Context: an optimization exercise on an open-source flow, tuned for small area, a short achievable clock period and few clock cycles per item. The choices shown serve that exercise and are no tape-out recipe.
In this exercise RTL edits were held to simulation tests only and were not proved equivalent to the original.

job 9788:
==> flow/design.v (excerpt) <==
module voice_filter (
    input  wire        clk,
    input  wire        rst,        
    input  wire        start,
    input  wire [31:0] x,
    input  wire        topo,       
    input  wire [1:0]  ftype,      
    input  wire [31:0] a0,
    input  wire [31:0] a1,
    input  wire [31:0] a2,
    input  wire [31:0] b1,
    input  wire [31:0] b2,
    input  wire [31:0] f1,
    input  wire [31:0] q,
    output reg         done,
    output reg  [31:0] y
);
Size: about 6600 cells after synthesis.
Settings: LEC_CHECK=0, ABC_AREA=1, CAP_MARGIN=20, CORE_MARGIN=2, CORE_UTILIZATION=40, GPL_TIMING_DRIVEN=0, PLACE_DENSITY=0.72, SETUP_SLACK_MARGIN=5, SLEW_MARGIN=20, BUFFER_PORTS_ARGS=-buffer_cell sky130_fd_sc_hd__buf_1; clock period 22.0 ns.
standard.sh (not shown) runs the stock make flow with config.mk's settings and CLKGATE_MAP_FILE= SYNTH_SCRIPT=/design/flow/synth_recipe.tcl, a recipe that flattens the netlist after the stock synthesis.
==> flow/flow/run.sh <==
#!/bin/bash
# The standard layout (standard.sh, which runs ORFS from the standard
# synthesis to the final layout and writes each tool's log under orfs/), with
# one change: buffer_ports buffers the input and output ports with
# sky130_fd_sc_hd__buf_1 cells instead of the cell it picks by default.
# standard.sh's own output goes to standard.log in this folder.
set -e
export BUFFER_PORTS_ARGS="-buffer_cell sky130_fd_sc_hd__buf_1"
echo 'export BUFFER_PORTS_ARGS = -buffer_cell sky130_fd_sc_hd__buf_1' >> config.mk
bash standard.sh > standard.log 2>&1
Testbench counts of job 9788, summed over its fixed seeds: cycles 22,527, items 4,096.
[inputs] job 7207 vs job 9788
- swapping 0.72 for 0.65 in PLACE_DENSITY
[summary]
On post-layout instance count excluding filler cells, job 9788 and job 7207 are neck and neck. Job 7207 ends up with a final period utilization that is 0.94 points lower than in job 9788. On number of ordinary inverters in the final layout, job 7207 tracks job 9788 almost exactly. Diff job 9788 -> job 7207: post-cts resize count shows a reduction of 19, sequential fraction of total cell area saw little to no change.
For job 2107, these inputs were changed with respect to job 7207:
- PLACE_DENSITY removed (was 0.65)
- BUFFER_PORTS_ARGS removed (was -buffer_cell sky130_fd_sc_hd__buf_1)
==> flow/run.sh (new file) <==
#!/bin/bash
# synth_recipe.tcl (not shown) runs the flow's synth.tcl, then flattens the netlist and writes it again
# the make line also repeats each setting of config.mk as NAME=value (left out here)
make -C /OpenROAD-flow-scripts/flow DESIGN_CONFIG=/design/flow/config.mk WORK_HOME=/design/flow/orfs CLKGATE_MAP_FILE= SYNTH_SCRIPT=/design/flow/synth_recipe.tcl finish
removed: flow/flow/run.sh
removed: flow/standard.sh
Results
- Final period demand of the worst path down 0.041 ns in job 2107 wrt job 7207
- Job 2107 vs. job 7207: fraction of area in clock buffers and inverters went down by 0.31 points.
- Taking job 7207 as the reference, in job 2107 worst-case setup slack after placement shows a reduction of 0.42 ns; top achievable clock speed flat; worst hold margin went up by 0.013 ns; global-route usage shows a reduction of 0.80 points; iteration-0 DRC count of the detailed router +about 0.7%.
- Job 2107 vs. job 7207: routed wire length saw a decrease.
Input changes introduced in job 2554 (baseline for comparison: job 2107):
- BUFFER_PORTS_ARGS: unset -> -buffer_cell sky130_fd_sc_hd__buf_2
==> flow/flow/run.sh (new file) <==
#!/bin/bash
# The standard layout (standard.sh, which runs ORFS from the standard
# synthesis to the final layout and writes each tool's log under orfs/), with
# one change: buffer_ports buffers the input and output ports with
# sky130_fd_sc_hd__buf_2 cells instead of the cell it picks by default.
# standard.sh's own output goes to standard.log in this folder.
set -e
export BUFFER_PORTS_ARGS="-buffer_cell sky130_fd_sc_hd__buf_2"
echo 'export BUFFER_PORTS_ARGS = -buffer_cell sky130_fd_sc_hd__buf_2' >> config.mk
bash standard.sh > standard.log 2>&1
==> flow/standard.sh (new file) <==
#!/bin/bash
# synth_recipe.tcl (not shown) runs the flow's synth.tcl, then flattens the netlist and writes it again
# the make line also repeats each setting of config.mk as NAME=value (left out here)
make -C /OpenROAD-flow-scripts/flow DESIGN_CONFIG=/design/flow/config.mk WORK_HOME=/design/flow/orfs CLKGATE_MAP_FILE= SYNTH_SCRIPT=/design/flow/synth_recipe.tcl "${@:-finish}"
removed: flow/run.sh
Findings:
Taking job 2107 as the reference, in job 2554 routed wire length down 4200 um; count of H-tree levels built during CTS down 1.
Job 2107 vs job 2554, capturing instance or port of the critical path: y[3] vs y[4]
Job 2554 ends up with a cell area that is 3.7% lower than in job 2107.

static timing again, ports no longer ideal:
Ports are ideal in the flow. The routed layouts listed here were re-timed in OpenROAD.
Step 1 assumes that a clkbuf_16 drives the clock port and a buf_2 every other input.
Step 2 also shifts input and output timing later by t, the mid clock arrival at the registers, as if the neighbouring blocks saw the same clock.
a / b / c = ideal / step 1 / step 2; a / b = the first two.
run | t (ns) | setup slack, ns | worst hold slack (ns) | slew at the worst register clock pin (ns)
job 9788 | 0.661 | 5.155 / 5.093 / 5.019 | 0.446 / 0.446 / 0.446 | 0.07 / 0.07
job 7207 | 0.607 | 5.362 / 5.303 / 4.890 | 0.433 / 0.433 / 0.433 | 0.07 / 0.07
job 2107 | 0.604 | 5.403 / 5.343 / 4.987 | 0.446 / 0.446 / 0.446 | 0.07 / 0.07
job 2554 | 0.661 | 5.316 / 5.256 / 4.933 | 0.449 / 0.449 / 0.449 | 0.07 / 0.07
After both steps every run listed still meets setup and hold. The setup slack of job 7207, which loses most, moves by -0.059 ns with the drivers and by -0.472 ns with both steps.
